This is an optimization exercise on Yosys and OpenROAD, whose aim is small area, a short achievable clock period and few clock cycles, not a production implementation. In this exercise RTL edits were held to simulation tests only and were not proved equivalent to the original.

==> inputs of 06-20 <==
## modarith
module modarith (
    input  wire        clk,
    input  wire        rst,
    input  wire        start,
    input  wire [1:0]  op,
    input  wire [31:0] a,
    input  wire [31:0] b,
    input  wire [31:0] m,
    output wire        ready,
    output reg         done,
    output wire [31:0] result,
    output reg         fault,
    output reg  [3:0]  cause
);
clock: 8.0 ns
lec_check: 0
abc_clock_period_in_ps: 3500
cap_margin: 20
core_margin: 2
core_utilization: 40
place_density: 0.6
setup_slack_margin: 4.5
slew_margin: 20
run.sh (not shown) runs the stock make flow with config.mk's settings and CLKGATE_MAP_FILE= SYNTH_SCRIPT=/design/flow/synth_recipe.tcl, a recipe that flattens the netlist after the stock synthesis.
==> 09-14 (differences from 06-20) <==
--- a/flow/design.v
+++ b/flow/design.v
@@ -26,26 +26,23 @@
     localparam [3:0] S_MUL   = 4'd5;    
     localparam [3:0] S_PCPA  = 4'd6;    
     localparam [3:0] S_NEXT  = 4'd7;    
     localparam [3:0] S_FIX   = 4'd8;    
     localparam [3:0] S_FOLD  = 4'd9;    
     localparam [3:0] S_EA    = 4'd10;   
     localparam [3:0] S_EB    = 4'd11;   
     localparam [3:0] S_ET    = 4'd12;   
-    localparam [3:0] S_ESW   = 4'd13;   
-    localparam [3:0] S_EFIN  = 4'd14;   
     reg [3:0]  state;
     reg        rdy;
     reg [1:0]  op_q;
     reg        md;          
     reg        fin;         
     reg        mulnext;     
     reg        neg;         
-    reg        pos;         
     reg [3:0]  ret;         
     reg [6:0]  cnt;
     reg [4:0]  ecnt;        
     reg [31:0] mr;          
     reg [31:0] e;           
     reg [32:0] ar;          
     reg [32:0] x;           
     reg [32:0] y;           
@@ -70,50 +67,47 @@
             c2 = ((s1 & c1) | (s1 & qm) | (c1 & qm)) << 1;
             pbits[j] = s2[0];
             lv_s = s2 >> 1;
             lv_c = c2 >> 1;
         end
         mul_ss = lv_s[32:0];
         mul_sc = lv_c[32:0];
     end
-    localparam [2:0] A_SS = 3'd0, A_SSB = 3'd1, A_AR = 3'd2, A_NSS = 3'd3, A_NAR = 3'd4;
-    localparam [2:0] B_SC = 3'd0, B_NM = 3'd1, B_M = 3'd2, B_NX = 3'd3, B_Y = 3'd4, B_E = 3'd5, B_0 = 3'd6;
+    localparam [2:0] A_SS = 3'd0, A_SSB = 3'd1, A_AR = 3'd2, A_NSS = 3'd3;
+    localparam [2:0] B_SC = 3'd0, B_NM = 3'd1, B_M = 3'd2, B_NX = 3'd3, B_NY = 3'd4, B_E = 3'd5;
     wire        nb = x[31] ^ neg;             
     reg  [2:0]  asel, bsel;
     reg  [34:0] opa, opb;
     reg         cin;
     always @* begin
         asel = A_SS; bsel = B_SC; cin = 1'b0;
         case (state)
             S_DIV:  begin asel = A_SSB; bsel = B_NM; cin = 1'b1; end
             S_FIX:  begin asel = A_SS;  bsel = B_NM; cin = 1'b1; end
             S_FOLD: begin asel = A_NSS; bsel = B_M;  end
-            S_EA, S_EB: begin asel = A_SS; bsel = B_NX; cin = 1'b1; end
-            S_ET:   begin asel = A_AR;  bsel = B_Y; end
-            S_EFIN: begin
-                    if (pos) begin asel = A_AR; bsel = B_0; end
-                    else begin asel = A_NAR; bsel = B_E; cin = 1'b1; end
+            S_EA, S_EB: begin
+                    if (x == 33'd0) begin asel = A_AR; bsel = B_E; end
+                    else begin asel = A_SS; bsel = B_NX; cin = 1'b1; end
                 end
+            S_ET:   begin asel = A_AR;  bsel = B_NY; cin = 1'b1; end
             default: ;
         endcase
         case (asel)
             A_SSB:   opa = {2'b00, ss[31:0], nb};
             A_AR:    opa = {{2{ar[32]}}, ar};
-            A_NSS:   opa = ~{2'b00, ss};
-            A_NAR:   opa = ~{2'b00, ar};
+            A_NSS:   opa = {3'b000, ~ss[31:0]};
             default: opa = {2'b00, ss};
         endcase
         case (bsel)
             B_NM:    opb = ~{3'b000, mr};
             B_M:     opb = {3'b000, mr};
             B_NX:    opb = ~{2'b00, x};
-            B_Y:     opb = {2'b00, y};
-            B_E:     opb = {3'b000, e};
-            B_0:     opb = 35'd0;
+            B_NY:    opb = ~{{2{y[32]}}, y};
+            B_E:     opb = ar[32] ? {3'b000, e} : 35'd0;
             default: opb = {2'b00, sc};
         endcase
     end
     wire [34:0] sum = opa + opb + {34'd0, cin};
     wire        ge  = ~sum[34];
     wire e_shift = ~e[31] & ((state == S_ENORM) | (ret == S_PSET));
     wire        x_zero = (x == 33'd0);
     wire        ss_one = (ss == 33'd1);
@@ -155,44 +149,34 @@
                         end
                         OP_POWMOD: begin
                             if (mr == 32'd0)   finish_fault(4'd3);
                             else if (mr[31])   finish_fault(4'd4);
                             else if (e == 32'd0) begin
                                 ss <= (mr == 32'd1) ? 33'd0 : 33'd1;
                                 finish_ok;
                             end else if (mr[0]) begin
+                                ss    <= 33'd0;
                                 y     <= 33'd0;
+                                cnt   <= 7'd64;
                                 ret   <= S_PSET;
                                 state <= S_DIV;
-                                if (mr[30:27] != 4'd0) begin
-                                    ss  <= {6'd0, x[31:5]};
-                                    x   <= {x[5:0], 27'd0};
-                                    cnt <= 7'd37;
-                                end else begin
-                                    ss  <= 33'd0;
-                                    cnt <= 7'd64;
-                                end
                             end else begin
                                 ss    <= x;
                                 state <= S_ENORM;
                             end
                         end
                         OP_MODINV: begin
                             if (e == 32'd0)    finish_fault(4'd3);
                             else if (e[31])    finish_fault(4'd4);
-                            else if (e == 32'd1) begin
-                                ss <= 33'd0;
-                                finish_ok;
-                            end else begin
+                            else begin
                                 ss    <= {1'b0, e};
                                 ar    <= 33'd0;
                                 y     <= 33'd1;
                                 cnt   <= 7'd0;
-                                pos   <= 1'b0;
                                 state <= S_EA;
                             end
                         end
                         default: begin
                             if (mr == 32'd0)   finish_fault(4'd3);
                             else begin
                                 neg   <= x[31];
                                 ss    <= 33'd0;
@@ -275,72 +259,68 @@
                     ret <= (op_q == OP_MULMOD) ? S_IDLE : S_NEXT;
                     state <= S_DIV;
                 end
                 S_FIX: begin
                     if (ge) ss <= sum[32:0];
                     finish_ok;
                 end
                 S_FOLD: begin
-                    ss <= sum[32:0];
+                    ss <= {1'b0, sum[31:0]};
                     finish_ok;
                 end
                 S_EA: begin
                     if (x_zero) begin
-                        state <= S_EFIN;
+                        if (ss_one) begin
+                            ss <= sum[32:0];
+                            finish_ok;
+                        end else begin
+                            finish_fault(4'd5);
+                        end
                     end else if (ge) begin
-                        x   <= {x[31:0], y[32]};    
+                        x   <= {x[31:0], 1'b0};
                         y   <= {y[31:0], 1'b0};
                         cnt <= cnt + 7'd1;
                     end else if (cnt == 7'd0) begin
-                        state <= S_ESW;
+                        ss <= x;  x <= ss;
+                        ar <= y;  y <= ar;
                     end else begin
                         x   <= {1'b0, x[32:1]};
-                        y   <= {1'b0, y[32:1]};
+                        y   <= {y[32], y[32:1]};
                         cnt <= cnt - 7'd1;
                         state <= S_EB;
                     end
                 end
                 S_EB: begin
                     if (ge) begin
                         ss    <= sum[32:0];
                         state <= S_ET;
                     end else if (cnt == 7'd0) begin
-                        state <= S_ESW;
+                        ss <= x;  x <= ss;
+                        ar <= y;  y <= ar;
+                        state <= S_EA;
                     end else begin
                         x   <= {1'b0, x[32:1]};
-                        y   <= {1'b0, y[32:1]};
+                        y   <= {y[32], y[32:1]};
                         cnt <= cnt - 7'd1;
                     end
                 end
                 S_ET: begin
-                    ar <= sum[32:0];
                     if (cnt == 7'd0) begin
-                        state <= S_ESW;
+                        ss <= x;  x <= ss;
+                        ar <= y;  y <= sum[32:0];
+                        state <= S_EA;
                     end else begin
+                        ar  <= sum[32:0];
                         x   <= {1'b0, x[32:1]};
-                        y   <= {1'b0, y[32:1]};
+                        y   <= {y[32], y[32:1]};
                         cnt <= cnt - 7'd1;
                         state <= S_EB;
                     end
                 end
-                S_ESW: begin
-                    ss  <= x;  x <= ss;
-                    ar  <= y;  y <= ar;
-                    pos <= ~pos;
-                    state <= S_EA;
-                end
-                S_EFIN: begin
-                    if (ss_one) begin
-                        ss <= sum[32:0];
-                        finish_ok;
-                    end else begin
-                        finish_fault(4'd5);
-                    end
-                end
                 default: state <= S_IDLE;
             endcase
         end
     end
     task finish_ok;
         begin
             fault <= 1'b0;
             cause <= 4'd0;
ABC_CLOCK_PERIOD_IN_PS = unset   (was 3500)
SETUP_SLACK_MARGIN = unset   (was 4.5)
==> reports/metrics.cfg <==
[status]
outcome=timing/DRC/antenna clean

[logic_synthesis]
synth_nets=3427
synth.most_common_cell=a21oi_1
muxShareOfSynthArea=0.0439
synth_area_leaders=edfxtp_1 (29%), fa_1 (15%), a21oi_1 (6.4%)

[timing]
rsz0062_at_grt=yes

[floorplan]
rows=94

[detailed_routing]
drt_first_pass_iters=11
wl_met2_mm=58.0

[end of results for 06-20]
==> reports/metrics.cfg <==
[layout]
multi_input_area_um2=16400
fill_cells=6169

[logic_synthesis]
muxShareOfSynthArea=0.0311
synth.most_common_cell=nand2_1
synth_nets=3301
synth_area_leaders=edfxtp_1 (29%), fa_1 (15%), nand2_1 (6.8%)

[floorplan]
rows=93

[detailed_routing]
wl_met2_mm=49.8
drt_first_pass_iters=7

[worst_setup_path]
cpPeakStageDelay_ns=0.73

[timing]
rsz0062_at_grt=no

[status]
outcome=timing/DRC/antenna clean

[end of results for 09-14]
Testbench counts of 06-20, summed over its fixed seeds: cycles 91,980.
Testbench counts of 09-14, summed over its fixed seeds: cycles 94,986.

## what the ideal ports hide
The results above use ideal ports. As a check the final layouts listed here were re-extracted and re-timed, cells and wires unchanged. Step 1 sets driving cells, clkbuf_16 on the clock port and buf_2 on the other inputs (assumed; they add their load-dependent delay and slew). Step 2, shift: input delay + t, output delay - t, t = (earliest + latest rising clock arrival at the registers) / 2. This alone moves slack from input paths to output paths. Three values: ideal, step 1, step 2; two values: the first two.
run	shift t [ns]	setup slack, ns	worst slew at a driven data input, ns
06-20	0.629	2.316 / 2.316 / 2.316	0.06
09-14	0.629	1.278 / 1.278 / 1.278	0.05
After both steps every run listed still meets setup and hold.
